What follows belongs to an exercise in optimizing a design on an open flow for small area; a production flow would make more cautious choices. The RTL was checked by simulation tests, not by an equivalence proof against the original design. Power and IR drop assume default switching activity.

File: flow/design.v
module rclc_crc8_step #(
    parameter [7:0] POLY = 8'hD5
) (
    input  wire [7:0] crc_in,
    input  wire [7:0] data_in,
    output wire [7:0] crc_out
);
    wire [7:0] r0 = crc_in ^ data_in;
    wire [7:0] r1 = r0[7] ? ({r0[6:0], 1'b0} ^ POLY) : {r0[6:0], 1'b0};
    wire [7:0] r2 = r1[7] ? ({r1[6:0], 1'b0} ^ POLY) : {r1[6:0], 1'b0};
    wire [7:0] r3 = r2[7] ? ({r2[6:0], 1'b0} ^ POLY) : {r2[6:0], 1'b0};
    wire [7:0] r4 = r3[7] ? ({r3[6:0], 1'b0} ^ POLY) : {r3[6:0], 1'b0};
    wire [7:0] r5 = r4[7] ? ({r4[6:0], 1'b0} ^ POLY) : {r4[6:0], 1'b0};
    wire [7:0] r6 = r5[7] ? ({r5[6:0], 1'b0} ^ POLY) : {r5[6:0], 1'b0};
    wire [7:0] r7 = r6[7] ? ({r6[6:0], 1'b0} ^ POLY) : {r6[6:0], 1'b0};
    wire [7:0] r8 = r7[7] ? ({r7[6:0], 1'b0} ^ POLY) : {r7[6:0], 1'b0};
    assign crc_out = r8;
endmodule
module rclc_link (
    input  wire       clk,
    input  wire       rst,           
    input  wire       ms_tick,       
    input  wire       pay_we,
    input  wire [5:0] pay_addr,
    input  wire [7:0] pay_wdata,
    input  wire       send_valid,
    input  wire [7:0] send_cmd,
    input  wire [7:0] send_budget,
    input  wire [7:0] send_len,
    output reg  [3:0] op_err,        
    output wire       tx_valid,
    output wire [7:0] tx_data,
    input  wire       tx_ready,
    input  wire       rx_valid,
    input  wire [7:0] rx_data,
    output wire       rx_ready,
    output reg  [2:0] txn_state,
    output reg  [1:0] txn_err,
    output reg  [7:0] txn_attempt,
    output reg  [7:0] txn_budget,
    output reg  [2:0] rx_state,
    output reg  [1:0] dec_event,
    output reg        frame_valid,
    output wire [7:0] frame_dc,
    output wire [7:0] frame_len,
    input  wire [5:0] rd_addr,
    output wire [7:0] rd_data
);
    localparam [7:0] V2_POLY   = 8'hD5;
    localparam [7:0] HDR_V2    = 8'hCC;
    localparam [7:0] MAX_PAY   = 8'd62;
    localparam [9:0] T_ATTEMPT = 10'd1000;
    localparam [2:0] T_IDLE    = 3'd0,
                     T_SENDING = 3'd1,
                     T_AWAIT_H = 3'd2,
                     T_AWAIT_B = 3'd3,
                     T_SUCCESS = 3'd4,
                     T_FAILED  = 3'd5;
    localparam [2:0] S_HEADER = 3'd0,
                     S_DC     = 3'd1,
                     S_LEN    = 3'd2,
                     S_PAY    = 3'd3,
                     S_CRC    = 3'd4;
    localparam [1:0] EV_NONE     = 2'd0,
                     EV_FRAME    = 2'd1,
                     EV_FRAMING  = 2'd2,
                     EV_CHECKSUM = 2'd3;
    localparam [1:0] ERR_NONE    = 2'd0,
                     ERR_TIMEOUT = 2'd1,
                     ERR_INVALID = 2'd2;
    localparam [3:0] OP_OK        = 4'd0,
                     OP_IN_FLIGHT = 4'd1,
                     OP_ENCODING  = 4'd2,
                     OP_ILLEGAL   = 4'd4;
    localparam [1:0] X_HDR = 2'd0,
                     X_CMD = 2'd1,
                     X_LEN = 2'd2,
                     X_PAY = 2'd3;    
    function [7:0] crc_step(input [7:0] c, input [7:0] b);
        reg [7:0] r;
        integer k;
        begin
            r = c ^ b;
            for (k = 0; k < 8; k = k + 1)
                r = r[7] ? ({r[6:0], 1'b0} ^ V2_POLY) : {r[6:0], 1'b0};
            crc_step = r;
        end
    endfunction
    function [7:0] sel62(input [495:0] v, input [5:0] a);
        integer j;
        begin
            sel62 = 8'h00;
            for (j = 0; j < 62; j = j + 1)
                sel62 = sel62 | (v[8*j +: 8] & {8{a == j}});
        end
    endfunction
    reg  [495:0] req_pay;      
    reg  [3:0]   txn_cmd;
    reg  [5:0]   txn_len;
    reg  [1:0]   tx_ph;
    reg  [9:0]   elapsed;      
    reg  [5:0]   cnt;          
    reg  [7:0]   crc;
    reg  [3:0]   rx_cmd;
    reg  [5:0]   rx_len;
    reg  [495:0] rx_pay;       
    reg  [495:0] frame_pay;    
    reg  [3:0]   f_dc;
    reg  [5:0]   f_len;
    assign frame_dc  = {4'h0, f_dc};
    assign frame_len = {2'b00, f_len};
    wire sending   = (txn_state == T_SENDING);
    wire in_flight = (txn_state == T_AWAIT_H) || (txn_state == T_AWAIT_B);
    wire busy      = sending || in_flight;
    wire tick_full = (elapsed == T_ATTEMPT);
    wire timed_out = in_flight && tick_full;
    wire [7:0] pay_byte = sel62(req_pay, cnt);
    wire       cnt_eq   = (cnt == (sending ? txn_len : rx_len));
    reg  [7:0] tx_byte;
    always @(*) begin
        case (tx_ph)
            X_HDR:   tx_byte = HDR_V2;
            X_CMD:   tx_byte = {4'h0, txn_cmd};
            X_LEN:   tx_byte = {2'b00, txn_len};
            default: tx_byte = cnt_eq ? crc : pay_byte;
        endcase
    end
    assign tx_valid = sending;
    assign tx_data  = tx_byte;
    assign rx_ready = in_flight && !tick_full;
    wire [7:0] crc_next;
    rclc_crc8_step #(.POLY(V2_POLY)) u_crc (
        .crc_in (crc),
        .data_in(sending ? tx_byte : rx_data),
        .crc_out(crc_next)
    );
    wire [7:0] crc_hdr = crc_step(8'h00, HDR_V2);
    task start_attempt;
        begin
            txn_state <= T_SENDING;
            tx_ph     <= X_HDR;
            elapsed   <= 10'd0;
            rx_state  <= S_HEADER;
        end
    endtask
    task attempt_failed(input [1:0] kind);
        begin
            txn_err <= kind;
            if (txn_attempt < txn_budget) begin
                txn_attempt <= txn_attempt + 8'd1;
                start_attempt;
            end else begin
                txn_state <= T_FAILED;
            end
        end
    endtask
    always @(posedge clk) begin
        if (pay_we && !busy && !send_valid)
            req_pay[8*pay_addr +: 8] <= pay_wdata;
        if (in_flight && !tick_full && rx_valid && rx_state == S_PAY)
            rx_pay <= {rx_pay[487:0], rx_data};
        if (in_flight && !tick_full && rx_valid && rx_state == S_CRC &&
            rx_data == crc) begin
            frame_pay <= rx_pay;
            f_dc      <= rx_cmd;
            f_len     <= rx_len;
        end
    end
    always @(posedge clk) begin
        if (rst) begin
            op_err      <= OP_OK;
            txn_state   <= T_IDLE;
            txn_err     <= ERR_NONE;
            txn_attempt <= 8'd0;
            txn_budget  <= 8'd0;
            rx_state    <= S_HEADER;
            dec_event   <= EV_NONE;
            frame_valid <= 1'b0;
        end else begin
            if (send_valid) begin
                if (busy)
                    op_err <= OP_IN_FLIGHT;
                else if (send_budget == 8'd0)
                    op_err <= OP_ILLEGAL;
                else if (send_cmd > 8'h0F || send_len > MAX_PAY)
                    op_err <= OP_ENCODING;
                else begin
                    op_err      <= OP_OK;
                    txn_cmd     <= send_cmd[3:0];
                    txn_len     <= send_len[5:0];
                    txn_budget  <= send_budget;
                    txn_attempt <= 8'd1;
                    txn_err     <= ERR_NONE;
                    frame_valid <= 1'b0;
                    start_attempt;
                end
            end
            if (busy && ms_tick && !tick_full)
                elapsed <= elapsed + 10'd1;
            if (sending) begin
                if (tx_ready) begin
                    crc <= crc_next;
                    case (tx_ph)
                        X_HDR: begin crc <= crc_hdr; tx_ph <= X_CMD; end
                        X_CMD: tx_ph <= X_LEN;
                        X_LEN: begin tx_ph <= X_PAY; cnt <= 6'd0; end
                        default: begin
                            if (cnt_eq)
                                txn_state <= T_AWAIT_H;
                            else
                                cnt <= cnt + 6'd1;
                        end
                    endcase
                end
            end else if (in_flight) begin
                if (tick_full) begin
                    attempt_failed(ERR_TIMEOUT);
                end else if (rx_valid) begin
                    case (rx_state)
                        S_HEADER: begin
                            if (rx_data == HDR_V2) begin
                                crc       <= crc_hdr;
                                rx_state  <= S_DC;
                                txn_state <= T_AWAIT_B;
                                dec_event <= EV_NONE;
                            end else begin
                                dec_event <= EV_FRAMING;
                            end
                        end
                        S_DC: begin
                            if (rx_data[7:4] != 4'h0) begin
                                rx_state  <= S_HEADER;
                                txn_state <= T_AWAIT_H;
                                dec_event <= EV_FRAMING;
                            end else begin
                                rx_cmd    <= rx_data[3:0];
                                crc       <= crc_next;
                                rx_state  <= S_LEN;
                                dec_event <= EV_NONE;
                            end
                        end
                        S_LEN: begin
                            if (rx_data > MAX_PAY) begin
                                rx_state  <= S_HEADER;
                                txn_state <= T_AWAIT_H;
                                dec_event <= EV_FRAMING;
                            end else begin
                                rx_len    <= rx_data[5:0];
                                cnt       <= 6'd1;
                                crc       <= crc_next;
                                rx_state  <= (rx_data == 8'd0) ? S_CRC : S_PAY;
                                dec_event <= EV_NONE;
                            end
                        end
                        S_PAY: begin
                            cnt       <= cnt + 6'd1;
                            crc       <= crc_next;
                            if (cnt_eq)
                                rx_state <= S_CRC;
                            dec_event <= EV_NONE;
                        end
                        default: begin    
                            rx_state  <= S_HEADER;
                            txn_state <= T_AWAIT_H;
                            if (rx_data == crc) begin
                                frame_valid <= 1'b1;
                                dec_event   <= EV_FRAME;
                                if (rx_cmd == txn_cmd) begin
                                    txn_state <= T_SUCCESS;
                                    txn_err   <= ERR_NONE;
                                end else begin
                                    attempt_failed(ERR_INVALID);
                                end
                            end else begin
                                dec_event <= EV_CHECKSUM;
                                attempt_failed(ERR_INVALID);
                            end
                        end
                    endcase
                end
            end
        end
    end
    wire [5:0] rd_pos = f_len + ~rd_addr;
    assign rd_data = sel62(frame_pay, rd_pos);
endmodule
File: flow/run.sh
#!/bin/bash
# synth_recipe.tcl (not shown) runs the flow's synth.tcl, then flattens the netlist and writes it again
# the make line also repeats each setting of config.mk as NAME=value (left out here)
make -C /OpenROAD-flow-scripts/flow DESIGN_CONFIG=/design/flow/config.mk WORK_HOME=/design/flow/orfs CLKGATE_MAP_FILE= SYNTH_SCRIPT=/design/flow/synth_recipe.tcl finish
File: flow/config.mk
export PLATFORM = sky130hd
export DESIGN_NAME = rclc_link
export DESIGN_NICKNAME = rclc_link
export VERILOG_FILES = /design/flow/design.v
export SDC_FILE = /design/flow/constraint.sdc
export NUM_CORES = 4
export LEC_CHECK = 0
export CAP_MARGIN = 20
export CORE_MARGIN = 2
export CORE_UTILIZATION = 40
export SLEW_MARGIN = 20
File: flow/constraint.sdc
create_clock -name core_clock -period 10.0 [get_ports {clk}]
set_input_delay 2.0000 -clock core_clock [delete_from_list [all_inputs] [get_ports {clk}]]
set_output_delay 2.0000 -clock core_clock [all_outputs]
set_load 0.01 [all_outputs]
==> results of run 1 <==
cell type report:
class                   count  area [µm²]  share of cell area
repair buffers            286        2539             0.03423
inverters                  32       120.1            0.001620
diodes                      4       10.01           0.0001350
well taps                2072        2592             0.03496
clock inverters           112        1191             0.01606
multi-input cells        2178       16500              0.2225
clock buffers             189        4240             0.05718
flip-flops and latches   1574       46970              0.6333
through the flow:
step | hold slack [ns] | setup TNS, ns
final | 0.4181 | 0
after global routing | 0.4284 | 0
after CTS | 0.4188 | 0
after detailed placement | 0.4045 | 0
after global placement | 0.4029 | 0
after floorplan | 0.4003 | -5018.03
critical path: cells and delay by family:
kind	cells	cell delay, ns
buffers and inverters	3	1.29
XOR/XNOR	1	0.78
AND/OR/NAND/NOR	4	2.16
adder cells (fa/ha/maj)	1	0.45
AO/OA/AOI/OAI	5	0.73
synth_stat cells, drive strengths merged, types with 43 or more instances:
cell	n	share of area
nand3	286	0.022
o21ai	43	0.0034
and3	44	0.0043
nand4	112	0.011
a22oi	169	0.020
nor3	50	0.0039
a32oi	54	0.0074
a21oi	73	0.0058
buf	56	0.0048
a22o	62	0.0085
clkbuf	148	0.0087
edfxtp	1544	0.72
nor2	197	0.012
nand2	147	0.0086
mux2	505	0.089
power by group:
group          switching [µW]  internal, µW
registers                42.4          7270
logic                     356           210
clock network            2660          3570
sequential cells by signal, indices dropped and copies added, names as in the netlist, 3 cells and up:
name         cells
txn_attempt      8
rx_len           6
cnt              6
txn_budget       8
f_dc             4
txn_state        3
rx_cmd           4
rx_state         3
txn_len          6
frame_pay      496
req_pay        496
op_err           3
rx_pay         496
crc              8
f_len            6
txn_cmd          4
elapsed         10
kinds of logic (layout without fill, tap and decap cells):
| logic type | Yosys count | in the layout | share of synthesized area |
|---|---|---|---|
| XOR/XNOR | 51 | 51 | 0.008041 |
| buffers and inverters | 236 | 619 | 0.01532 |
| AND/OR/NAND/NOR | 1014 | 1014 | 0.08213 |
| other | 1 | 11 | 0.00005850 |
| flip-flops | 1574 | 1574 | 0.7326 |
| multiplexers | 524 | 524 | 0.09187 |
| adder cells (fa/ha/maj) | 27 | 27 | 0.005387 |
| AO/OA/AOI/OAI | 555 | 555 | 0.06458 |
final timing paths:
check	startpoint	slack [ns]	to
hold reg to reg	rx_pay[495]$_DFFE_PP_	0.42	frame_pay[495]$_DFFE_PP_
setup / recovery	rd_addr[2]	0.56	rd_data[6]
hold / removal	rx_pay[495]$_DFFE_PP_	0.42	frame_pay[495]$_DFFE_PP_
setup reg to reg	cnt[3]$_DFFE_PP_	4.19	crc[2]$_DFFE_PP_
per-layer routing:
| layer | global-route usage | part of all wire | vias to the layer above |
|---|---|---|---|
| li1 | - | - | 16510 |
| met1 | 0.3963 | 0.43 | 20840 |
| met2 | 0.3697 | 0.42 | 2502 |
| met3 | 0.07050 | 0.11 | 383 |
| met4 | 0.08857 | 0.032 | 8 |
| met5 | 0 | 0.00020 | - |
==> results by group, run 1 <==
Outcome
  • Status: timing/DRC/antenna clean

Placement
  • Post-DP Area: 0.06871 mm²
  • Dpl cells: 6142
  • I/O Buffers: ~120
  • Post-DP HPWL: ~150000 µm
  • GPL Wtd Cong: between 1 and 1.5
  • Place WS: 0.5722 ns

Synth
  • Netlist cell types: 83
  • Number of flops mapped to enable cells by yosys: 1544
  • Share of flip-flops with an asynchronous set or reset: 0
  • Synth Flop Type: edfxtp_1
  • Syn Std Cell Area: 0.06411 mm²
  • Post-Syn Area per Cell: around 16 µm²
  • Synth Warn #: 1
  • Post-synthesis cell count: around 4000
  • Yosys reg bits: 1574
  • Sequential-to-total area share from yosys stat: 0.7326

Floorplan
  • Initial Utilization: 0.4038
  • I/O pin cnt: around 120
  • Die Area: about 0.16 mm²
  • Placement Rows: 146
  • Die Y: 404.3 µm
  • CORE AREA: between 0.15 and 0.2 mm²
  • Die Width: between 400 and 500 µm

STA
  • Final hold violation count: 0
  • Max-slew headroom: 0.1530
  • Final WS setup: roughly 0.56 ns
  • F_max: between 100 and 150 MHz
  • Fin crit period: 9.438 ns
  • Unrepaired setup endpoints after global routing: no
  • Transition time of the tightest slew-check pin: 1.266 ns
  • Final Setup Violations: 0
  • Period utilization: 0.9438
  • Pins over their slew limit: 0
  • Worst Skew: 0.03894 ns

Clock network
  • CTS tree: built
  • H-tree depth: 4
  • Cts bufs inserted: around 160
  • Worst skew pair latency: approximately 0.82 ns
  • Root buffer cell: clkbuf_16
  • Setup bufs post-CTS: 0
  • Clk slew on worst S/H paths: 0.06 ns
  • CTS resizes: 0
  • Max clock buf depth: 3
  • CTS sink count: between 1500 and 2000
  • Hold-fix buffers, CTS: 0

Setup path
  • Crit-path max FO: 12
  • CP max stage cell: nor2_1
  • CP Capture Type: output pin
  • Cell Chain, Critical Path: clkdlybuf4s50_1 > inv_1 > ha_1 > a21oi_1 > o21bai_1 > a21oi_2 > xnor2_1 > nand2_1 > nor2_1 > a22oi_1 > nand4_1 > a211oi_1 > nand4_1 > clkdlybuf4s50_1
  • Req. time, crit path: approximately 8.0 ns
  • R2R cell count: 13
  • Largest stage delay, worst path: 1.04 ns
  • Setup crit start kind: primary input
  • Setup Crit Path Kind: primary input to output pin
  • CP Data Arrival Time: about 7.4 ns

Detailed routing
  • DR DRC count: 0
  • Drt initial violations: ~6600
  • Vias: about 40000
  • ANT nets after route: 0
  • Initial DRT Pass Iterations: 6
  • WL final: around 220000 µm
  • WL/cell: 34.10 µm
  • Vias/cell: approximately 6.2

Global route
  • Initial antenna violation count: 10
  • First-pass GRT wire length: a little over 300000 µm
  • Gr usage total: 0.2644
  • Largest net degree at the start of global routing: roughly 160
  • Total grt overflow: 0
  • Vias in the first global route: about 38000

Layout
  • Most common cell after layout, fill and taps aside: edfxtp_1
  • Post-route insts no fill: between 6000 and 7000
  • Post-layout util: 0.4672
  • Highest-count cells in the layout ignoring fill and taps: edfxtp_1, mux2_2, nand3_1
  • Final-layout fill cell count: 13620
  • Final instance area: approximately 0.074 mm²
  • Share of layout cells above drive strength 1: 0.2306
  • Area growth syn-to-layout: 15.68%
  • Final #Nets: ~4300

Worst hold path
  • Hold Crit Depth: 0
  • Hold/Removal Path Class: register to register

Pwr
  • Peak supply drop: between 0.15 and 0.2 mV
  • Total Power: ~14000 µW
  • Leakage power: roughly 0.023 µW
  • Power Density: between 150 and 200 mW/mm²

Job
  • Max Cap Viol: 0
==> run 2: changes to the inputs <==
--- a/flow/design.v
+++ b/flow/design.v
@@ -86,14 +86,6 @@
             crc_step = r;
         end
     endfunction
-    function [7:0] sel62(input [495:0] v, input [5:0] a);
-        integer j;
-        begin
-            sel62 = 8'h00;
-            for (j = 0; j < 62; j = j + 1)
-                sel62 = sel62 | (v[8*j +: 8] & {8{a == j}});
-        end
-    endfunction
     reg  [495:0] req_pay;      
     reg  [3:0]   txn_cmd;
     reg  [5:0]   txn_len;
@@ -114,7 +106,8 @@
     wire busy      = sending || in_flight;
     wire tick_full = (elapsed == T_ATTEMPT);
     wire timed_out = in_flight && tick_full;
-    wire [7:0] pay_byte = sel62(req_pay, cnt);
+    wire [7:0] pay_byte;
+    rclc_rdport u_txrd (.v(req_pay), .a(cnt), .y(pay_byte));
     wire       cnt_eq   = (cnt == (sending ? txn_len : rx_len));
     reg  [7:0] tx_byte;
     always @(*) begin
@@ -154,16 +147,38 @@
             end
         end
     endtask
+    wire        rx_take = in_flight && !tick_full && rx_valid;
+    wire        rx_sh   = rx_take && (rx_state == S_PAY);
+    wire        fr_ld   = rx_take && (rx_state == S_CRC) && (rx_data == crc);
+    wire        rx_sh_n = ~rx_sh;
+    wire        fr_ld_n = ~fr_ld;
+    wire [61:0] wr_en, wr_en_n;
+    wire [495:0] req_d, rx_d, fr_d;
+    wire [503:0] rx_in = {rx_pay, rx_data};
+    rclc_wdec u_wdec (
+        .we  (pay_we && !busy && !send_valid),
+        .a   (pay_addr),
+        .en  (wr_en),
+        .en_n(wr_en_n)
+    );
+    genvar gi;
+    generate
+        for (gi = 0; gi < 496; gi = gi + 1) begin : g_st
+            rclc_hold u_req (.s(wr_en[gi/8]), .d(pay_wdata[gi%8]),
+                             .s_n(wr_en_n[gi/8]), .q(req_pay[gi]), .y(req_d[gi]));
+            rclc_hold u_rx  (.s(rx_sh), .d(rx_in[gi]),
+                             .s_n(rx_sh_n), .q(rx_pay[gi]), .y(rx_d[gi]));
+            rclc_hold u_fr  (.s(fr_ld), .d(rx_pay[gi]),
+                             .s_n(fr_ld_n), .q(frame_pay[gi]), .y(fr_d[gi]));
+        end
+    endgenerate
     always @(posedge clk) begin
-        if (pay_we && !busy && !send_valid)
-            req_pay[8*pay_addr +: 8] <= pay_wdata;
-        if (in_flight && !tick_full && rx_valid && rx_state == S_PAY)
-            rx_pay <= {rx_pay[487:0], rx_data};
-        if (in_flight && !tick_full && rx_valid && rx_state == S_CRC &&
-            rx_data == crc) begin
-            frame_pay <= rx_pay;
-            f_dc      <= rx_cmd;
-            f_len     <= rx_len;
+        req_pay   <= req_d;
+        rx_pay    <= rx_d;
+        frame_pay <= fr_d;
+        if (fr_ld) begin
+            f_dc  <= rx_cmd;
+            f_len <= rx_len;
         end
     end
     always @(posedge clk) begin
@@ -282,5 +297,105 @@
         end
     end
     wire [5:0] rd_pos = f_len + ~rd_addr;
-    assign rd_data = sel62(frame_pay, rd_pos);
+    rclc_rdport u_rd (.v(frame_pay), .a(rd_pos), .y(rd_data));
+endmodule
+module rclc_hold (input s, input d, input s_n, input q, output y);
+    assign y = (s & d) | (s_n & q);
+endmodule
+module rclc_aoi222 (input a1, input a2, input b1, input b2, input c1, input c2,
+                    output y);
+    assign y = ~((a1 & a2) | (b1 & b2) | (c1 & c2));
+endmodule
+module rclc_nand4 (input a, input b, input c, input d, output y);
+    assign y = ~(a & b & c & d);
+endmodule
+module rclc_and4 (input a, input b, input c, input d, output y);
+    assign y = a & b & c & d;
+endmodule
+module rclc_nand3 (input a, input b, input c, output y);
+    assign y = ~(a & b & c);
+endmodule
+module rclc_nor2 (input a, input b, output y);
+    assign y = ~(a | b);
+endmodule
+module rclc_inv (input a, output y);
+    assign y = ~a;
+endmodule
+module rclc_pdec3 (input [2:0] a, input e, output [7:0] y_n);
+    wire [2:0] an;
+    rclc_inv i0 (.a(a[0]), .y(an[0]));
+    rclc_inv i1 (.a(a[1]), .y(an[1]));
+    rclc_inv i2 (.a(a[2]), .y(an[2]));
+    genvar k;
+    generate
+        for (k = 0; k < 8; k = k + 1) begin : g
+            rclc_nand4 u (.a(k[0] ? a[0] : an[0]), .b(k[1] ? a[1] : an[1]),
+                          .c(k[2] ? a[2] : an[2]), .d(e), .y(y_n[k]));
+        end
+    endgenerate
+endmodule
+module rclc_pdec3n (input [2:0] a, output [7:0] y_n);
+    wire [2:0] an;
+    rclc_inv i0 (.a(a[0]), .y(an[0]));
+    rclc_inv i1 (.a(a[1]), .y(an[1]));
+    rclc_inv i2 (.a(a[2]), .y(an[2]));
+    genvar k;
+    generate
+        for (k = 0; k < 8; k = k + 1) begin : g
+            rclc_nand3 u (.a(k[0] ? a[0] : an[0]), .b(k[1] ? a[1] : an[1]),
+                          .c(k[2] ? a[2] : an[2]), .y(y_n[k]));
+        end
+    endgenerate
+endmodule
+module rclc_wdec (input we, input [5:0] a, output [61:0] en, output [61:0] en_n);
+    wire [7:0] lo_n, hi_n;
+    rclc_pdec3  u_lo (.a(a[2:0]), .e(we), .y_n(lo_n));
+    rclc_pdec3n u_hi (.a(a[5:3]), .y_n(hi_n));
+    genvar i;
+    generate
+        for (i = 0; i < 62; i = i + 1) begin : g
+            rclc_nor2 u_e (.a(lo_n[i % 8]), .b(hi_n[i / 8]), .y(en[i]));
+            rclc_inv  u_n (.a(en[i]), .y(en_n[i]));
+        end
+    endgenerate
+endmodule
+module rclc_rdport (input [495:0] v, input [5:0] a, output [7:0] y);
+    wire [7:0]  lo_n, hi_n;
+    wire [61:0] oh;
+    rclc_pdec3n u_lo (.a(a[2:0]), .y_n(lo_n));
+    rclc_pdec3n u_hi (.a(a[5:3]), .y_n(hi_n));
+    genvar i, b;
+    generate
+        for (i = 0; i < 62; i = i + 1) begin : g_oh
+            rclc_nor2 u (.a(lo_n[i % 8]), .b(hi_n[i / 8]), .y(oh[i]));
+        end
+        for (b = 0; b < 8; b = b + 1) begin : g_bit
+            wire [20:0] t_n;    
+            wire [4:0]  h;
+            wire [1:0]  l;
+            for (i = 0; i < 21; i = i + 1) begin : g_t
+                if (i < 20) begin : full
+                    rclc_aoi222 u (
+                        .a1(v[8*(3*i) + b]),     .a2(oh[3*i]),
+                        .b1(v[8*(3*i+1) + b]),   .b2(oh[3*i+1]),
+                        .c1(v[8*(3*i+2) + b]),   .c2(oh[3*i+2]),
+                        .y(t_n[i]));
+                end else begin : last
+                    rclc_aoi222 u (
+                        .a1(v[8*60 + b]), .a2(oh[60]),
+                        .b1(v[8*61 + b]), .b2(oh[61]),
+                        .c1(v[8*61 + b]), .c2(oh[61]),
+                        .y(t_n[i]));
+                end
+            end
+            rclc_nand4 u_h0 (.a(t_n[0]),  .b(t_n[1]),  .c(t_n[2]),  .d(t_n[3]),  .y(h[0]));
+            rclc_nand4 u_h1 (.a(t_n[4]),  .b(t_n[5]),  .c(t_n[6]),  .d(t_n[7]),  .y(h[1]));
+            rclc_nand4 u_h2 (.a(t_n[8]),  .b(t_n[9]),  .c(t_n[10]), .d(t_n[11]), .y(h[2]));
+            rclc_nand4 u_h3 (.a(t_n[12]), .b(t_n[13]), .c(t_n[14]), .d(t_n[15]), .y(h[3]));
+            rclc_and4  u_h4 (.a(t_n[16]), .b(t_n[17]), .c(t_n[18]), .d(t_n[19]), .y(h[4]));
+            rclc_nor2  u_l0 (.a(h[0]), .b(h[1]), .y(l[0]));
+            rclc_nor2  u_l1 (.a(h[2]), .b(h[3]), .y(l[1]));
+            rclc_nand4 u_y  (.a(l[0]), .b(l[1]), .c(h[4]), .d(t_n[20]), .y(y[b]));
+        end
+    endgenerate
 endmodule
--- a/flow/config.mk
+++ b/flow/config.mk
@@ -9,3 +9,5 @@
 export CORE_MARGIN = 2
 export CORE_UTILIZATION = 40
 export SLEW_MARGIN = 20
+export SYNTH_HIERARCHICAL = 1
+export SYNTH_MINIMUM_KEEP_SIZE = 0
==> run 2 against run 1 <==
  * Via count increased by 1.3%
  * Global-route usage decreased by 3.9 points
  * Sequential power down 9.6%
  * Power decreased by 6.8%
  * Combinational power fell by 12%
  * Setup slack better by 0.54 ns
  * Non-clock buffer count decreased by 146
  * Sequential cell count is the same
  * Clock-buffer cell count increased by 50
  * Critical path type unchanged
  * Critical endpoint is now rd_data[2]
==> results by group, run 2 <==
Floorplan
  • Placement Rows: 134 (was 146)
  • Die Y: 370.3 µm (was 404.3 µm)
  • Initial Utilization: 0.4026 (was 0.4038)
  • I/O pin cnt: 124 (unchanged)
  • Die Area: 0.1371 mm² (was 0.1635 mm²)
  • CORE AREA: 0.1333 mm² (was 0.1587 mm²)
  • Die Width: 370.3 µm (was 404.3 µm)

Synth
  • Share of flip-flops with an asynchronous set or reset: 0 (unchanged)
  • Area leader, netlist: dfxtp_1 (was edfxtp_1)
  • Synth Flop Type: dfxtp_1 (was edfxtp_1)
  • Synth top area cells: dfxtp_1, a22o_1, a222oi_1 (was edfxtp_1, mux2_2, nand3_1)
  • Yosys reg bits: 1574 (unchanged)
  • Largest family of logic cells by synthesized area: compound AO/OA/AOI/OAI gates (was multiplexers)
  • Number of flops mapped to enable cells by yosys: 56 (was 1544)
  • Post-synthesis cell count: 4327 (was 3982)
  • Post-Syn Area per Cell: 12.40 µm² (was 16.10 µm²)
  • Top-count cell post-synth: dfxtp_1 (was edfxtp_1)
  • Mux cell area share after synthesis: 0.002635 (was 0.09187)
  • Sequential-to-total area share from yosys stat: 0.5977 (was 0.7326)
  • Synth Area in XOR/XNOR: 0.01101 (was 0.008041)
  • Top post-synthesis cells by count: dfxtp_1, a22o_1, a222oi_1, nor2_1, inv_1 (was edfxtp_1, mux2_2, nand3_1, nor2_1, a22oi_1)
  • Simple-gate portion of the synthesized area: 0.05270 (was 0.08213)
  • Adder-cell share of the synthesized area: 0.005270 (was 0.005387)
  • Synth Area in Compound Gates: 0.3201 (was 0.06458)
  • Netlist cell types: 71 (was 83)
  • Yosys top cell area share: 0.5664 (was 0.7232)
  • Synth Warn #: 7 (was 1)
  • Syn Std Cell Area: 0.05366 mm² (was 0.06411 mm²)

Global route
  • Vias in the first global route: 38480 (was 37590)
  • Largest net degree at the start of global routing: 202 (was 163)
  • First-pass GRT wire length: 243700 µm (was 301700 µm)
  • Initial antenna violation count: 1 (was 10)
  • Total grt overflow: 0 (unchanged)
  • Gr usage total: 0.2250 (was 0.2644)

Clock network
  • Cts bufs inserted: 161 (was 164)
  • Worst skew pair latency: 0.80 ns (was 0.82 ns)
  • CTS tree: built (unchanged)
  • Root buffer cell: clkbuf_16 (unchanged)
  • Max clock buf depth: 3 (unchanged)
  • CTS resizes: 0 (unchanged)
  • Clk slew on worst S/H paths: 0.06 ns (about the same)
  • CTS sink count: 1574 (unchanged)
  • Hold-fix buffers, CTS: 0 (unchanged)
  • H-tree depth: 4 (unchanged)
  • Setup bufs post-CTS: 0 (unchanged)

Pwr
  • Total Power: 13150 µW (was 14110 µW)
  • Leakage power: 0.02327 µW (was 0.02320 µW)
  • Peak supply drop: 0.1679 mV (was 0.1934 mV)
  • Power Density: 210.3 mW/mm² (was 190.3 mW/mm²)

Detailed routing
  • DR DRC count: 0 (unchanged)
  • ANT nets after route: 0 (unchanged)
  • Initial DRT Pass Iterations: 15 (was 6)
  • Vias: 40770 (was 40240)
  • Drt initial violations: 5790 (was 6617)
  • WL/cell: 24.59 µm (was 34.10 µm)
  • WL final: 160000 µm (was 219900 µm)
  • Vias/cell: 6.267 (was 6.241)

Layout
  • Final #Nets: 4689 (was 4322)
  • Highest-count cells in the layout ignoring fill and taps: dfxtp_1, a22o_1, a222oi_1 (was edfxtp_1, mux2_2, nand3_1)
  • Biggest regs: frame_pay: 496 flops, req_pay: 496 flops, rx_pay: 496 flops (unchanged)
  • Share of layout cells above drive strength 1: 0.06375 (was 0.2306)
  • Post-route insts no fill: 6506 (was 6447)
  • Area growth syn-to-layout: 16.55% (was 15.68%)
  • Most common cell after layout, fill and taps aside: dfxtp_1 (was edfxtp_1)

STA
  • Worst Skew: 0.04658 ns (was 0.03894 ns)
  • Period utilization: 0.8893 (was 0.9438)
  • F_max: 112.4 MHz (was 106.0 MHz)
  • Final Setup Violations: 0 (unchanged)
  • Final hold violation count: 0 (unchanged)
  • Fin crit period: 8.893 ns (was 9.438 ns)
  • Max-slew headroom: 0.2302 (was 0.1530)
  • Transition time of the tightest slew-check pin: 1.155 ns (was 1.266 ns)
  • Pins over their slew limit: 0 (unchanged)
  • Unrepaired setup endpoints after global routing: no (unchanged)
  • TNS Setup: 0 ns (unchanged)

Outcome
  • Status: timing/DRC/antenna clean (unchanged)

Setup path
  • CP max stage cell: xnor2_1 (was nor2_1)
  • CP Capture Type: output pin (unchanged)
  • CP top delay family: simple AND/OR/NAND/NOR gates (unchanged)
  • Req. time, crit path: 8.00 ns (about the same)
  • Largest stage delay, worst path: 0.79 ns (was 1.04 ns)
  • Cell Chain, Critical Path: clkdlybuf4s50_1 > inv_1 > ha_1 > a21o_1 > a21oi_1 > o21bai_1 > a21oi_1 > xnor2_1 > inv_1 > nand3_1 > nor2_1 > a222oi_1 > nand4_1 > nor2_1 > nand4_1 > clkdlybuf4s50_1 (was clkdlybuf4s50_1 > inv_1 > ha_1 > a21oi_1 > o21bai_1 > a21oi_2 > xnor2_1 > nand2_1 > nor2_1 > a22oi_1 > nand4_1 > a211oi_1 > nand4_1 > clkdlybuf4s50_1)
  • Buffers and inverters on the worst path: 4 (was 3)
  • CP Data Arrival Time: 6.89 ns (was 7.44 ns)
  • Setup Crit Path Kind: primary input to output pin (unchanged)
  • Crit-path max FO: 8 (was 12)
  • Setup crit start kind: primary input (unchanged)

Worst hold path
  • Hold/Removal Path Class: register to register (unchanged)

Placement
  • GPL Wtd Cong: 0.8876 (was 1.035)
  • I/O Buffers: 116 (unchanged)
  • Dpl cells: 6213 (was 6142)
  • Post-DP HPWL: 101900 µm (was 148000 µm)

Job
  • Max Cap Viol: 0 (unchanged)
[run 2: cell types whose count changed in the layout (fill, tap and decap cells not counted), sizes merged, moves of 50 or more]
| cell | previous run | this run |
|---|---|---|
| a22oi | 169 | 6 |
| nor2 | 197 | 263 |
| mux2 | 505 | 1 |
| a22o | 62 | 1488 |
| a222oi | 7 | 336 |
| inv | 49 | 113 |
| edfxtp | 1544 | 56 |
| a32oi | 54 | 1 |
| nand3 | 286 | 59 |
| dfxtp | 30 | 1518 |
| clkbuf | 189 | 239 |
| nand2 | 147 | 69 |
| buf | 178 | 32 |
[run 2: worst reg2reg max path, stage by stage, from the launching register on]
cell and delay [ns]:
edfxtp_1 0.63, inv_1 0.17, nand3_1 0.60, nor2_1 0.29, a222oi_1 0.69, nand4_1 0.29
nor2_1 0.36, nand4_1 0.28, a211oi_1 0.37, o21ai_0 0.22, xnor2_2 0.42, xnor2_4 0.22
xnor3_1 0.35, nand2b_1 0.15
[run 2: worst paths after layout]
path              cells past startpoint                  start                    end  slack, ns
setup / recovery                     16             rd_addr[1]             rd_data[2]       1.11
hold / removal                        2  txn_err[0]$_SDFF_PP0_  txn_err[0]$_SDFF_PP0_       0.46
setup reg to reg                     13       cnt[2]$_DFFE_PP_       crc[2]$_DFFE_PP_       4.69
hold reg to reg                       2  txn_err[0]$_SDFF_PP0_  txn_err[0]$_SDFF_PP0_       0.46
[run 2: routing by layer]
| metal | share of wire | track usage |
|---|---|---|
| met1 | 0.46 | 0.3228 |
| met2 | 0.44 | 0.3377 |
| met3 | 0.071 | 0.04538 |
| met4 | 0.028 | 0.07153 |
| met5 | 0 | 0 |
[run 2: through the flow]
stage / hold WS, ns / setup slack (ns) / utilization / area (µm²)
after floorplan: 0.4257 / -23.77 / - / 53690
after global placement: 0.4506 / 1.277 / 0.4287 / 57140
after detailed placement: 0.4431 / 1.283 / 0.4287 / 57140
after CTS: 0.4659 / 1.237 / 0.4691 / 62530
after global routing: 0.4768 / 0.9100 / 0.4692 / 62540
final: 0.4648 / 1.107 / 0.4692 / 62540
[run 2: report_power, final]
group          total [µW]  switching (µW)  internal [µW]
combinational         498             251            247
sequential           6610             118           6500
clock                6040            2550           3490
total               13200            2920          10200
[run 2: final cells by class]
type                       instances  area, µm²
multi-input combinational       2624      21060
clock inverter                    53      616.8
inverter                         107      429.2
sequential                      1574      32070
clock buffer                     239       4780
fill                           11940      70750
antenna                            1      2.502
timing repair buffer             140       1364
tap                             1768       2212
[run 2: cells by family after synthesis]
group           count (synthesis)
mux                            14
fa+ha+maj                      22
flops                        1574
xor+xnor                       50
buf+inv                       135
simple gates                  584
other cells                     1
compound gates               1947
[run 2: per-module statistics from Yosys, one instance, submodules excluded, excerpt]
module	area, µm²	times used
rclc_link	34910	1
rclc_nand3	5.005	40
rclc_nor2	3.754	218
rclc_hold	8.758	1488
rclc_aoi222	10.01	336
rclc_inv	3.754	80
rclc_and4	8.758	16
rclc_nand4	6.256	88
==> run 3: changes to the inputs <==
--- a/flow/config.mk
+++ b/flow/config.mk
@@ -8,6 +8,9 @@
 export CAP_MARGIN = 20
 export CORE_MARGIN = 2
 export CORE_UTILIZATION = 40
+export CTS_BUF_LIST = sky130_fd_sc_hd__clkbuf_16
+export CTS_CLUSTER_DIAMETER = 80
+export CTS_CLUSTER_SIZE = 25
 export SLEW_MARGIN = 20
 export SYNTH_HIERARCHICAL = 1
 export SYNTH_MINIMUM_KEEP_SIZE = 0
==> run 3 against run 2 <==
  * Utilization down 2.2 points
  * Clock-buffer cell count fell by 160
  * Sequential share of layout area is 2.6 points higher
  * Routed wire length fell by 1.4%
  * Global-route usage fell by 0.40 points
  * Sequential cell count is the same
  * Combinational power hardly changed
  * Clock skew down 0.0018 ns
  * Register-to-register slack better by 0.02 ns
  * Critical path depth unchanged
  * Power decreased by 18%
  * Clock power decreased by 39%
  * Critical endpoint unchanged
  * Highest routed layer unchanged
==> results by group, run 3 <==
Global route
  • First-pass GRT wire length: 240200 µm (was 243700 µm)
  • Gr usage total: 0.2209 (was 0.2250)
  • Initial antenna violation count: 2 (was 1)
  • Largest net degree at the start of global routing: 202 (unchanged)
  • Vias in the first global route: 37530 (was 38480)
  • Total grt overflow: 0 (unchanged)

Setup path
  • Setup crit start kind: primary input (unchanged)
  • Crit-path max FO: 8 (unchanged)
  • R2R setup slack: 4.71 ns (was 4.69 ns)
  • CP Data Arrival Time: 6.94 ns (was 6.89 ns)
  • Req. time, crit path: 8.00 ns (about the same)
  • Largest stage delay, worst path: 0.77 ns (was 0.79 ns)
  • Buffers and inverters on the worst path: 4 (unchanged)
  • Setup Crit Path Kind: primary input to output pin (unchanged)
  • CP max stage cell: xnor2_1 (unchanged)
  • CP top delay family: simple AND/OR/NAND/NOR gates (unchanged)
  • CP Capture Type: output pin (unchanged)
  • Cell Chain, Critical Path: clkdlybuf4s50_1 > inv_1 > ha_1 > a21o_1 > a21oi_1 > o21bai_1 > a21oi_1 > xnor2_1 > inv_1 > nand3_1 > nor2_1 > a222oi_1 > nand4_1 > nor2_1 > nand4_1 > clkdlybuf4s50_1 (unchanged)

Detailed routing
  • WL final: 157800 µm (was 160000 µm)
  • DR DRC count: 0 (unchanged)
  • Drt initial violations: 5931 (was 5790)
  • WL/cell: 24.94 µm (was 24.59 µm)
  • Vias: 40100 (was 40770)
  • Initial DRT Pass Iterations: 12 (was 15)
  • Vias/cell: 6.340 (was 6.267)
  • ANT nets after route: 0 (unchanged)

Floorplan
  • Die Width: 370.3 µm (unchanged)
  • I/O pin cnt: 124 (unchanged)
  • CORE AREA: 0.1333 mm² (unchanged)
  • Initial Utilization: 0.4026 (unchanged)
  • Placement Rows: 134 (unchanged)
  • Die Y: 370.3 µm (unchanged)
  • Die Area: 0.1371 mm² (unchanged)

Placement
  • Post-DP HPWL: 101900 µm (unchanged)
  • Dpl cells: 6213 (unchanged)
  • I/O Buffers: 116 (unchanged)
  • GPL Wtd Cong: 0.8876 (unchanged)
  • Place WS: 1.283 ns (unchanged)

Pwr
  • Sw Share: 0.2321 (was 0.2222)
  • Sequential power share: 0.612 (was 0.503)
  • Leakage power: 0.02184 µW (was 0.02327 µW)
  • Power Density: 181.2 mW/mm² (was 210.3 mW/mm²)
  • Total Power: 10790 µW (was 13150 µW)
  • Clock power share: 0.342 (was 0.459)
  • Peak supply drop: 0.1641 mV (was 0.1679 mV)
  • Int Power: 8286 µW (was 10230 µW)
  • NetSw: 2504 µW (was 2922 µW)
  • Comb pwr share: 0.046 (was 0.038)

Synth
  • Post-Syn Area per Cell: 12.40 µm² (unchanged)
  • Netlist cell types: 71 (unchanged)
  • Share of flip-flops with an asynchronous set or reset: 0 (unchanged)
  • Post-synthesis cell count: 4327 (unchanged)
  • Synth Warn #: 7 (unchanged)
  • Top-count cell post-synth: dfxtp_1 (unchanged)
  • Top post-synthesis cells by count: dfxtp_1, a22o_1, a222oi_1, nor2_1, inv_1 (unchanged)
  • Syn Std Cell Area: 0.05366 mm² (unchanged)
  • Sequential-to-total area share from yosys stat: 0.5977 (unchanged)
  • Synth Flop Type: dfxtp_1 (unchanged)
  • Area leader, netlist: dfxtp_1 (unchanged)
  • Synth top area cells: dfxtp_1, a22o_1, a222oi_1 (unchanged)
  • Number of flops mapped to enable cells by yosys: 56 (unchanged)
  • Yosys top cell area share: 0.5664 (unchanged)
  • Yosys reg bits: 1574 (unchanged)

STA
  • Unrepaired setup endpoints after global routing: no (unchanged)
  • Max-slew headroom: 0.1554 (was 0.2302)
  • Worst Skew: 0.04482 ns (was 0.04658 ns)
  • TNS Setup: 0 ns (unchanged)
  • F_max: 111.8 MHz (was 112.4 MHz)
  • Final Setup Violations: 0 (unchanged)
  • Transition time of the tightest slew-check pin: 1.267 ns (was 1.155 ns)
  • Final hold violation count: 0 (unchanged)
  • Fin crit period: 8.943 ns (was 8.893 ns)
  • Period utilization: 0.8943 (was 0.8893)
  • Pins over their slew limit: 0 (unchanged)
  • Final WS setup: 1.057 ns (was 1.107 ns)

Worst hold path
  • Hold/Removal Path Class: register to register (unchanged)

Clock network
  • CTS sink count: 1574 (unchanged)
  • H-tree depth: 3 (was 4)
  • Clk slew on worst S/H paths: 0.10 ns (was 0.06 ns)
  • Worst skew pair latency: 0.73 ns (was 0.80 ns)
  • Setup bufs post-CTS: 0 (unchanged)
  • CTS tree: built (unchanged)
  • Root buffer cell: clkbuf_16 (unchanged)
  • Max clock buf depth: 3 (unchanged)
  • Cts bufs inserted: 79 (was 161)
  • CTS resizes: 0 (unchanged)
  • Hold-fix buffers, CTS: 0 (unchanged)

Outcome
  • Status: timing/DRC/antenna clean (unchanged)

Layout
  • Biggest regs: frame_pay: 496 flops, req_pay: 496 flops, rx_pay: 496 flops (unchanged)
  • Most common cell after layout, fill and taps aside: dfxtp_1 (unchanged)
  • Final #Nets: 4607 (was 4689)
  • Share of layout cells above drive strength 1: 0.03445 (was 0.06375)
  • Post-layout util: 0.4467 (was 0.4692)
  • Highest-count cells in the layout ignoring fill and taps: dfxtp_1, a22o_1, a222oi_1 (unchanged)
  • Area growth syn-to-layout: 10.97% (was 16.55%)
  • Final-layout fill cell count: 12200 (was 11940)
  • Post-route insts no fill: 6326 (was 6506)

Job
  • Max Cap Viol: 0 (unchanged)
==> run 3: changes by cell type in the layout (fill, tap and decap cells not counted), sizes merged <==
cell | before | now
clkbuf | 239 | 79
inv | 113 | 125
bufinv | 6 | 2
clkinv | 33 | 12
clkinvlp | 8 | 1
==> run 3: per-layer routing <==
metal,GRT usage,wire length (µm),vias to the layer above
met5,0,0,-
met4,0.05840,3774,0
met2,0.3363,69770,1572
met3,0.03576,10940,219
li1,-,-,18470
met1,0.3234,73310,19840
==> run 3: worst register-to-register path: stages, from the launching register on <==
cell	delay, ns
edfxtp_1	0.64
inv_1	0.16
nand3_1	0.61
nor2_1	0.29
a222oi_1	0.68
nand4_1	0.29
nor2_1	0.36
nand4_1	0.28
a211oi_1	0.36
o21ai_0	0.21
xnor2_2	0.41
xnor2_4	0.22
xnor3_1	0.35
nand2b_1	0.15
==> run 3: kinds of logic after synthesis <==
family	synth area share
AO/OA/AOI/OAI	0.3201
XOR/XNOR	0.01101
adder cells (fa/ha/maj)	0.005270
buffers and inverters	0.01049
flip-flops	0.5977
multiplexers	0.002635
other	0.00006989
AND/OR/NAND/NOR	0.05270
==> run 3: worst paths after layout <==
| path | end | cells past startpoint | from |
|---|---|---|---|
| worst max register to register | crc[7]$_DFFE_PP_ | 13 | cnt[2]$_DFFE_PP_ |
| worst min-delay path | frame_valid$_SDFF_PP0_ | 2 | frame_valid$_SDFF_PP0_ |
| worst max-delay path | rd_data[2] | 16 | rd_addr[1] |
| worst min register to register | frame_valid$_SDFF_PP0_ | 2 | frame_valid$_SDFF_PP0_ |
==> run 3: cell type report <==
type                       count  area, µm²  area share
sequential                  1574      32070      0.5386
multi-input combinational   2624      21060      0.3537
tap                         1768       2212     0.03715
clock buffer                  79       1977     0.03320
timing repair buffer         140       1364     0.02290
inverter                     107      429.2    0.007207
clock inverter                33      426.7    0.007165
antenna                        1      2.502  0.00004203
==> run 3: modules after synthesis, one instance, submodules excluded, a selection <==
module / times used / flops+latches
rclc_nand3: 40 / 0
rclc_nor2: 218 / 0
rclc_aoi222: 336 / 0
rclc_inv: 80 / 0
rclc_and4: 16 / 0
rclc_hold: 1488 / 0
rclc_nand4: 88 / 0
rclc_link: 1 / 1574
==> run 3: through the flow <==
stage	cell area (µm²)	hold WS, ns
5_1_grt	59540	0.4869
6_report	59540	0.4707
4_1_cts	59540	0.4724
2_1_floorplan	53690	0.4257
3_5_place_dp	57140	0.4431
3_3_place_gp	57140	0.4506
==> run 3: power by group through the flow <==
| stage | registers, µW | logic [µW] | clock network (µW) |
|---|---|---|---|
| 5_1_grt | 6630 | 538 | 3990 |
| 2_1_floorplan | 6710 | 331 | 0 |
| 4_1_cts | 6600 | 493 | 3760 |
| 3_3_place_gp | 6750 | 480 | 0 |
| 6_report | 6610 | 498 | 3690 |
| 3_5_place_dp | 6740 | 493 | 0 |
==> run 4: changes to the inputs <==
==> flow/flow/run.sh (new file) <==
#!/bin/bash
# Standard ORFS layout, with two changes: clock tree synthesis without dummy
# loads (larger sink clusters of clkbuf_16), and the smallest buffer on each port.
set -euo pipefail
bash standard.sh \
  "CTS_ARGS=-sink_clustering_enable -repair_clock_nets -dont_use_dummy_load -buf_list sky130_fd_sc_hd__clkbuf_16 -sink_clustering_size 25 -sink_clustering_max_diameter 80" \
  "BUFFER_PORTS_ARGS=-buffer_cell sky130_fd_sc_hd__buf_1" \
  finish > flow_make.log 2>&1
==> flow/standard.sh (new file) <==
#!/bin/bash
# synth_recipe.tcl (not shown) runs the flow's synth.tcl, then flattens the netlist and writes it again
# the make line also repeats each setting of config.mk as NAME=value (left out here)
make -C /OpenROAD-flow-scripts/flow DESIGN_CONFIG=/design/flow/config.mk WORK_HOME=/design/flow/orfs CLKGATE_MAP_FILE= SYNTH_SCRIPT=/design/flow/synth_recipe.tcl "${@:-finish}"
--- a/flow/config.mk
+++ b/flow/config.mk
@@ -8,9 +8,6 @@
 export CAP_MARGIN = 20
 export CORE_MARGIN = 2
 export CORE_UTILIZATION = 40
-export CTS_BUF_LIST = sky130_fd_sc_hd__clkbuf_16
-export CTS_CLUSTER_DIAMETER = 80
-export CTS_CLUSTER_SIZE = 25
 export SLEW_MARGIN = 20
 export SYNTH_HIERARCHICAL = 1
 export SYNTH_MINIMUM_KEEP_SIZE = 0
removed: flow/run.sh
==> run 4 against run 3 <==
  * Worst hold slack got worse by 0.0050 ns
  * Register-to-register slack about the same
  * Clock power down 9.8%
  * Die area unchanged
  * Synthesized cell count is the same
  * Largest cell class unchanged
  * Still clean on timing, DRC and antenna
  * Sequential power hardly changed
  * Cell count is 0.47% lower
  * Clock-buffer cell count down 1
  * Fmax increased by 9.3%
  * Via count is 0.29% lower
==> results by group, run 4 <==
Clock network
  • H-tree depth: 3 (unchanged)
  • Hold-fix buffers, CTS: 0 (unchanged)
  • Setup bufs post-CTS: 0 (unchanged)
  • CTS sink count: 1574 (unchanged)
  • Root buffer cell: clkbuf_16 (unchanged)
  • Clk slew on worst S/H paths: 0.10 ns (about the same)
  • Worst skew pair latency: 0.70 ns (was 0.73 ns)
  • CTS tree: built (unchanged)
  • Cts bufs inserted: 78 (was 79)
  • CTS resizes: 0 (unchanged)
  • Max clock buf depth: 3 (unchanged)

Synth
  • Post-Syn Area per Cell: 12.40 µm² (unchanged)
  • Synth Area in XOR/XNOR: 0.01101 (unchanged)
  • Yosys reg bits: 1574 (unchanged)
  • Area leader, netlist: dfxtp_1 (unchanged)
  • Share of flip-flops with an asynchronous set or reset: 0 (unchanged)
  • Post-synthesis cell count: 4327 (unchanged)
  • Synth top area cells: dfxtp_1, a22o_1, a222oi_1 (unchanged)
  • Adder-cell share of the synthesized area: 0.005270 (unchanged)
  • Top post-synthesis cells by count: dfxtp_1, a22o_1, a222oi_1, nor2_1, inv_1 (unchanged)
  • Synth Flop Type: dfxtp_1 (unchanged)
  • Synth Area in Compound Gates: 0.3201 (unchanged)
  • Mux cell area share after synthesis: 0.002635 (unchanged)
  • Sequential-to-total area share from yosys stat: 0.5977 (unchanged)
  • Largest family of logic cells by synthesized area: compound AO/OA/AOI/OAI gates (unchanged)
  • Netlist cell types: 71 (unchanged)
  • Syn Std Cell Area: 0.05366 mm² (unchanged)
  • Number of flops mapped to enable cells by yosys: 56 (unchanged)
  • Top-count cell post-synth: dfxtp_1 (unchanged)
  • Synth Warn #: 7 (unchanged)
  • Simple-gate portion of the synthesized area: 0.05270 (unchanged)
  • Yosys top cell area share: 0.5664 (unchanged)

Placement
  • Dpl cells: 6215 (was 6213)
  • Post-DP HPWL: 101100 µm (was 101900 µm)
  • I/O Buffers: 116 (unchanged)
  • Post-DP Area: 0.05650 mm² (was 0.05714 mm²)
  • GPL Wtd Cong: 0.8898 (was 0.8876)

Layout
  • Multi-input gate area: 0.02106 mm² (about the same)
  • Area growth syn-to-layout: 8.957% (was 10.97%)
  • Final #Nets: 4609 (was 4607)
  • Most common cell after layout, fill and taps aside: dfxtp_1 (unchanged)
  • Post-route insts no fill: 6296 (was 6326)
  • FF/Latch Area: 0.03207 mm² (unchanged)
  • Share of layout cells above drive strength 1: 0.02916 (was 0.03445)
  • Biggest regs: frame_pay: 496 flops, req_pay: 496 flops, rx_pay: 496 flops (unchanged)
  • Highest-count cells in the layout ignoring fill and taps: dfxtp_1, a22o_1, a222oi_1 (unchanged)
  • Final-layout fill cell count: 12320 (was 12200)
  • Final instance area: 0.05846 mm² (was 0.05954 mm²)

Global route
  • Total grt overflow: 0 (unchanged)
  • Gr usage total: 0.2193 (was 0.2209)
  • First-pass GRT wire length: 238900 µm (was 240200 µm)
  • Largest net degree at the start of global routing: 225 (was 202)
  • Vias in the first global route: 37340 (was 37530)
  • Initial antenna violation count: 4 (was 2)

Setup path
  • CP Capture Type: output pin (unchanged)
  • Setup Crit Path Kind: primary input to output pin (unchanged)
  • Setup crit start kind: primary input (unchanged)
  • Req. time, crit path: 8.00 ns (about the same)
  • Crit-path max FO: 8 (unchanged)
  • R2R setup slack: 4.70 ns (was 4.71 ns)
  • CP Data Arrival Time: 6.18 ns (was 6.94 ns)

Detailed routing
  • WL/cell: 24.82 µm (was 24.94 µm)
  • Initial DRT Pass Iterations: 14 (was 12)
  • Vias: 39990 (was 40100)
  • ANT nets after route: 0 (unchanged)
  • Drt initial violations: 6067 (was 5931)
  • Vias/cell: 6.351 (was 6.340)
  • DR DRC count: 0 (unchanged)
  • WL final: 156300 µm (was 157800 µm)

Pwr
  • Leakage power: 0.02136 µW (was 0.02184 µW)
  • Peak supply drop: 0.1326 mV (was 0.1641 mV)
  • Power Density: 178.0 mW/mm² (was 181.2 mW/mm²)

STA
  • Pins over their slew limit: 0 (unchanged)
  • F_max: 122.2 MHz (was 111.8 MHz)
  • Period utilization: 0.8182 (was 0.8943)
  • Final hold violation count: 0 (unchanged)
  • Transition time of the tightest slew-check pin: 1.267 ns (about the same)
  • Final Setup Violations: 0 (unchanged)
  • TNS Setup: 0 ns (unchanged)
  • Worst Skew: 0.08498 ns (was 0.04482 ns)
  • Fin crit period: 8.182 ns (was 8.943 ns)
  • Final hold slack: 0.4657 ns (was 0.4707 ns)
  • Max-slew headroom: 0.1551 (was 0.1554)
  • Unrepaired setup endpoints after global routing: no (unchanged)

Outcome
  • Status: timing/DRC/antenna clean (unchanged)

Floorplan
  • I/O pin cnt: 124 (unchanged)
  • Placement Rows: 134 (unchanged)
  • Die Area: 0.1371 mm² (unchanged)
  • Die Width: 370.3 µm (unchanged)
  • Initial Utilization: 0.4026 (unchanged)
  • Die Y: 370.3 µm (unchanged)
  • CORE AREA: 0.1333 mm² (unchanged)

Worst hold path
  • Hold/Removal Path Class: register to register (unchanged)

Job
  • Max Cap Viol: 0 (unchanged)
[run 4: cell counts after synthesis]
Identical to the previous run, type by type.
[run 4: Yosys stat by module, one instance, submodules excluded, excerpt]
module       cell area [µm²]  cells inside
rclc_nor2              3.754             1
rclc_hold              8.758             1
rclc_nand3             5.005             1
rclc_inv               3.754             1
rclc_link              34910          2039
rclc_nand4             6.256             1
rclc_and4              8.758             1
rclc_aoi222            10.01             1
[run 4: final cells by class]
type | count | area share
diodes | 2 | 0.00008561
clock buffers | 78 | 0.03339
inverters | 107 | 0.007341
multi-input cells | 2624 | 0.3602
flip-flops and latches | 1574 | 0.5486
well taps | 1768 | 0.03784
repair buffers | 143 | 0.01254
[run 4: final timing paths]
kind | from | end | depth (start not counted)
worst max-delay path | rd_addr[1] | rd_data[5] | 16
worst min-delay path | dec_event[0]$_SDFFE_PP0P_ | dec_event[0]$_SDFFE_PP0P_ | 2
worst max register to register | cnt[0]$_DFFE_PP_ | crc[7]$_DFFE_PP_ | 13
worst min register to register | dec_event[0]$_SDFFE_PP0P_ | dec_event[0]$_SDFFE_PP0P_ | 2
[run 4: logic make-up after synthesis]
family | after synthesis
other | 1
buffers and inverters | 135
muxes | 14
DFF | 1574
xor gates and xnor gates | 50
adders and majority gates | 22
and+or+nand+nor | 584
AOI/OAI and AO/OA | 1947
[run 4: report_power, final]
part	internal (µW)	switching (µW)	leakage (µW)	total (µW)
clock	1400	1930	0.000961	3330
combinational	226	249	0.00761	476
sequential	6490	116	0.0128	6600
[run 4: stage by stage]
| stage | total power, µW | setup slack [ns] | utilization |
|---|---|---|---|
| after floorplan | 7037 | -23.77 | - |
| after global placement | 7204 | 2.002 | 0.4238 |
| after detailed placement | 7212 | 1.958 | 0.4239 |
| after CTS | 10500 | 1.948 | 0.4385 |
| after global routing | 10770 | 1.563 | 0.4386 |
| final | 10410 | 1.818 | 0.4386 |
[run 4: layer usage]
metal / vias to the layer above / track usage / wire [µm]
met1: 19730 / 0.3237 / 72460
met2: 1555 / 0.3272 / 67910
met3: 247 / 0.03609 / 11370
met4: 2 / 0.06402 / 4526
met5: - / 0 / 8
li1: 18450 / - / -
[run 4: worst max-delay path, cell delays in order]
cell and delay [ns]:
buf_1 0.07, inv_1 0.09, ha_1 0.29, a21o_1 0.10, a21oi_1 0.09, o21bai_1 0.16, a21oi_1 0.10, xnor2_1 0.69
inv_1 0.20, nand3_1 0.39, nor2_1 0.23, a222oi_1 0.50, nand4_1 0.23, nor2_1 0.33, nand4_1 0.43, buf_1 0.25
==> run 5: changes to the inputs <==
--- a/flow/design.v
+++ b/flow/design.v
@@ -49,7 +49,8 @@
     localparam [7:0] V2_POLY   = 8'hD5;
     localparam [7:0] HDR_V2    = 8'hCC;
     localparam [7:0] MAX_PAY   = 8'd62;
-    localparam [9:0] T_ATTEMPT = 10'd1000;
+    localparam [9:0] E_START   = 10'h001;
+    localparam [9:0] E_FULL    = 10'h3AC;
     localparam [2:0] T_IDLE    = 3'd0,
                      T_SENDING = 3'd1,
                      T_AWAIT_H = 3'd2,
@@ -104,10 +105,11 @@
     wire sending   = (txn_state == T_SENDING);
     wire in_flight = (txn_state == T_AWAIT_H) || (txn_state == T_AWAIT_B);
     wire busy      = sending || in_flight;
-    wire tick_full = (elapsed == T_ATTEMPT);
+    wire tick_full = (elapsed == E_FULL);
     wire timed_out = in_flight && tick_full;
-    wire [7:0] pay_byte;
-    rclc_rdport u_txrd (.v(req_pay), .a(cnt), .y(pay_byte));
+    wire [61:0] req_sel, req_sel_n;
+    wire [7:0]  pay_byte;
+    rclc_sel62 u_txrd (.v(req_pay), .oh(req_sel), .y(pay_byte));
     wire       cnt_eq   = (cnt == (sending ? txn_len : rx_len));
     reg  [7:0] tx_byte;
     always @(*) begin
@@ -132,7 +134,7 @@
         begin
             txn_state <= T_SENDING;
             tx_ph     <= X_HDR;
-            elapsed   <= 10'd0;
+            elapsed   <= E_START;
             rx_state  <= S_HEADER;
         end
     endtask
@@ -152,20 +154,20 @@
     wire        fr_ld   = rx_take && (rx_state == S_CRC) && (rx_data == crc);
     wire        rx_sh_n = ~rx_sh;
     wire        fr_ld_n = ~fr_ld;
-    wire [61:0] wr_en, wr_en_n;
     wire [495:0] req_d, rx_d, fr_d;
     wire [503:0] rx_in = {rx_pay, rx_data};
+    wire [7:0]  req_in = sending ? pay_byte : pay_wdata;
     rclc_wdec u_wdec (
-        .we  (pay_we && !busy && !send_valid),
-        .a   (pay_addr),
-        .en  (wr_en),
-        .en_n(wr_en_n)
+        .we  (sending || (pay_we && !busy && !send_valid)),
+        .a   (sending ? cnt : pay_addr),
+        .en  (req_sel),
+        .en_n(req_sel_n)
     );
     genvar gi;
     generate
         for (gi = 0; gi < 496; gi = gi + 1) begin : g_st
-            rclc_hold u_req (.s(wr_en[gi/8]), .d(pay_wdata[gi%8]),
-                             .s_n(wr_en_n[gi/8]), .q(req_pay[gi]), .y(req_d[gi]));
+            rclc_hold u_req (.s(req_sel[gi/8]), .d(req_in[gi%8]),
+                             .s_n(req_sel_n[gi/8]), .q(req_pay[gi]), .y(req_d[gi]));
             rclc_hold u_rx  (.s(rx_sh), .d(rx_in[gi]),
                              .s_n(rx_sh_n), .q(rx_pay[gi]), .y(rx_d[gi]));
             rclc_hold u_fr  (.s(fr_ld), .d(rx_pay[gi]),
@@ -211,7 +213,7 @@
                 end
             end
             if (busy && ms_tick && !tick_full)
-                elapsed <= elapsed + 10'd1;
+                elapsed <= {elapsed[8:0], elapsed[9] ^ elapsed[6]};
             if (sending) begin
                 if (tx_ready) begin
                     crc <= crc_next;
@@ -364,11 +366,17 @@
     wire [61:0] oh;
     rclc_pdec3n u_lo (.a(a[2:0]), .y_n(lo_n));
     rclc_pdec3n u_hi (.a(a[5:3]), .y_n(hi_n));
-    genvar i, b;
+    genvar i;
     generate
         for (i = 0; i < 62; i = i + 1) begin : g_oh
             rclc_nor2 u (.a(lo_n[i % 8]), .b(hi_n[i / 8]), .y(oh[i]));
         end
+    endgenerate
+    rclc_sel62 u_sel (.v(v), .oh(oh), .y(y));
+endmodule
+module rclc_sel62 (input [495:0] v, input [61:0] oh, output [7:0] y);
+    genvar i, b;
+    generate
         for (b = 0; b < 8; b = b + 1) begin : g_bit
             wire [20:0] t_n;    
             wire [4:0]  h;
==> flow/run.sh (new file) <==
#!/bin/bash
# synth_recipe.tcl (not shown) runs the flow's synth.tcl, then flattens the netlist and writes it again
# the make line also repeats each setting of config.mk as NAME=value (left out here)
make -C /OpenROAD-flow-scripts/flow DESIGN_CONFIG=/design/flow/config.mk WORK_HOME=/design/flow/orfs CLKGATE_MAP_FILE= SYNTH_SCRIPT=/design/flow/synth_recipe.tcl finish
--- a/flow/config.mk
+++ b/flow/config.mk
@@ -8,6 +8,9 @@
 export CAP_MARGIN = 20
 export CORE_MARGIN = 2
 export CORE_UTILIZATION = 40
+export CTS_BUF_LIST = sky130_fd_sc_hd__clkbuf_16
+export CTS_CLUSTER_DIAMETER = 80
+export CTS_CLUSTER_SIZE = 25
 export SLEW_MARGIN = 20
 export SYNTH_HIERARCHICAL = 1
 export SYNTH_MINIMUM_KEEP_SIZE = 0
removed: flow/flow/run.sh
removed: flow/standard.sh
==> run 5 against run 4 <==
  * Still clean on timing, DRC and antenna
  * Register-to-register slack got worse by 1.2 ns
  * Via count shrank 0.26%
  * Non-clock buffer count grew 69
  * Clock-buffer cell count rose by 5
  * Clock power grew 12%
  * Clock skew fell by 0.040 ns
  * First-iteration DRC count is 7.4% lower
  * Sequential cell count unchanged
  * Critical path type unchanged
  * Critical endpoint is now rd_data[4]
  * Largest cell class unchanged
  * Largest power group unchanged
==> results by group, run 5 <==
Layout
  • Share of layout cells above drive strength 1: 0.05152 (was 0.02916)
  • Final instance area: 0.06012 mm² (was 0.05846 mm²)
  • Area growth syn-to-layout: 12.37% (was 8.957%)
  • Highest-count cells in the layout ignoring fill and taps: dfxtp_1, a22o_1, a222oi_1 (unchanged)

Clock network
  • Worst skew pair latency: 0.72 ns (was 0.70 ns)
  • Root buffer cell: clkbuf_16 (unchanged)
  • CTS tree: built (unchanged)
  • Setup bufs post-CTS: 0 (unchanged)
  • Clk slew on worst S/H paths: 0.09 ns (was 0.10 ns)

Global route
  • Initial antenna violation count: 0 (was 4)
  • Vias in the first global route: 37260 (was 37340)
  • First-pass GRT wire length: 229700 µm (was 238900 µm)
  • Total grt overflow: 0 (unchanged)
  • Gr usage total: 0.2076 (was 0.2193)

Synth
  • Synth top area cells: dfxtp_1, a22o_1, a222oi_1 (unchanged)
  • Yosys reg bits: 1574 (unchanged)
  • Top post-synthesis cells by count: dfxtp_1, a22o_1, a222oi_1, nor2_1, nand4_1 (was dfxtp_1, a22o_1, a222oi_1, nor2_1, inv_1)
  • Yosys top cell area share: 0.5680 (was 0.5664)
  • Share of flip-flops with an asynchronous set or reset: 0 (unchanged)
  • Post-Syn Area per Cell: 12.43 µm² (was 12.40 µm²)
  • Area leader, netlist: dfxtp_1 (unchanged)
  • Synth Warn #: 7 (unchanged)

STA
  • Period utilization: 0.8850 (was 0.8182)
  • Max-slew headroom: 0.1229 (was 0.1551)
  • F_max: 113.0 MHz (was 122.2 MHz)
  • Fin crit period: 8.850 ns (was 8.182 ns)
  • Unrepaired setup endpoints after global routing: no (unchanged)
  • Final Setup Violations: 0 (unchanged)
  • Final hold violation count: 0 (unchanged)
  • Pins over their slew limit: 0 (unchanged)
  • Final WS setup: 1.150 ns (was 1.818 ns)

Setup path
  • R2R cell count: 17 (was 13)
  • R2R setup slack: 3.53 ns (was 4.70 ns)
  • Worst Setup SP: rd_addr[0] (was rd_addr[1])
  • Cell Chain, Critical Path: clkdlybuf4s50_1 > inv_1 > ha_1 > fa_1 > xor2_1 > inv_1 > nand3_1 > nor2_1 > a222oi_1 > nand4_1 > nor2_1 > nand4_1 > clkdlybuf4s50_1 (was buf_1 > inv_1 > ha_1 > a21o_1 > a21oi_1 > o21bai_1 > a21oi_1 > xnor2_1 > inv_1 > nand3_1 > nor2_1 > a222oi_1 > nand4_1 > nor2_1 > nand4_1 > buf_1)
  • CP Capture Type: output pin (unchanged)
  • Setup crit start kind: primary input (unchanged)
  • Crit-path max FO: 8 (unchanged)

Floorplan
  • Initial Utilization: 0.4019 (was 0.4026)
  • CORE AREA: 0.1331 mm² (was 0.1333 mm²)
  • Die Width: 369.7 µm (was 370.3 µm)
  • Die Y: 369.7 µm (was 370.3 µm)

Detailed routing
  • Initial DRT Pass Iterations: 14 (unchanged)
  • WL final: 148200 µm (was 156300 µm)

Outcome
  • Status: timing/DRC/antenna clean (unchanged)

Pwr
  • Total Power: 11520 µW (was 10410 µW)
  • Power Density: 191.6 mW/mm² (was 178.0 mW/mm²)

Placement
  • Post-DP Area: 0.05761 mm² (was 0.05650 mm²)

Job
  • Max Cap Viol: 0 (unchanged)
## run 5: worst min path at each step
stage / from / endpoint / depth (start not counted)
2_1_floorplan: frame_pay[0]$_DFF_P_ / frame_pay[0]$_DFF_P_ / 1
3_3_place_gp: frame_valid$_SDFF_PP0_ / frame_valid$_SDFF_PP0_ / 2
3_5_place_dp: req_pay[266]$_DFF_P_ / req_pay[266]$_DFF_P_ / 1
4_1_cts: frame_valid$_SDFF_PP0_ / frame_valid$_SDFF_PP0_ / 2
5_1_grt: req_pay[485]$_DFF_P_ / req_pay[485]$_DFF_P_ / 1
6_report: frame_valid$_SDFF_PP0_ / frame_valid$_SDFF_PP0_ / 2
## run 5: final cells by class
type,instances,area (µm²)
repair buffers,212,1981
well taps,1768,2212
flip-flops and latches,1574,32070
fillers,12250,73000
multi-input cells,2593,20980
clock inverters,37,404.1
clock buffers,83,2077
inverters,101,395.4
## run 5: where the power goes
part / total, µW / internal, µW / switching, µW
Combinational: 788 / 406 / 383
Sequential: 6990 / 6750 / 246
Clock: 3740 / 1630 / 2110
## run 5: critical path: cells and delay by family
family / cells / cell delay (ns)
AOI/OAI and AO/OA: 1 / 0.51
xor gates and xnor gates: 1 / 0.45
adders and majority gates: 2 / 0.62
buffers and inverters: 4 / 1.32
and+or+nand+nor: 5 / 1.93
## run 5: through the flow
stage | std cells | util | hold slack, ns
6_report | 6368 | 0.4516 | 0.4697
4_1_cts | 6367 | 0.4514 | 0.4723
5_1_grt | 6368 | 0.4516 | 0.4875
3_3_place_gp | 6247 | 0.4327 | 0.4494
2_1_floorplan | 4309 | - | 0.4388
3_5_place_dp | 6247 | 0.4327 | 0.4531
## run 5: layer usage
metal / routed length, µm / global-route usage / up-vias
met5: 0 / 0 / -
met4: 2986 / 0.04784 / 0
met3: 8524 / 0.02733 / 201
met2: 64950 / 0.3113 / 1242
met1: 71760 / 0.3148 / 19930
li1: - / - / 18510
## run 5: cells by family after synthesis
family	Yosys count	share of synthesized area
AOI/OAI and AO/OA	1957	0.3228
DFF	1574	0.5994
and+or+nand+nor	556	0.05063
buffers and inverters	142	0.01057
xor gates and xnor gates	48	0.01071
adders and majority gates	20	0.004817
muxes	5	0.0009822
other	1	0.00007009
## run 5: per-module statistics from Yosys, one instance, submodules excluded, excerpt
module,copies in the design,flops+latches,cells inside,area [µm²]
rclc_nand4,88,0,1,6.256
rclc_inv,74,0,1,3.754
rclc_link,1,1574,2099,35090
rclc_aoi222,336,0,1,10.01
rclc_and4,16,0,1,8.758
rclc_nand3,24,0,1,5.005
rclc_nor2,156,0,1,3.754
rclc_hold,1488,0,1,8.758

Check on run 5: ideal ports give 1.150 ns setup slack; a clkbuf_16 on the clock port and buf_2 on the inputs give 1.126 ns; moving port delays by the midpoint clock arrival (0.784 ns) as well gives 1.126 ns.
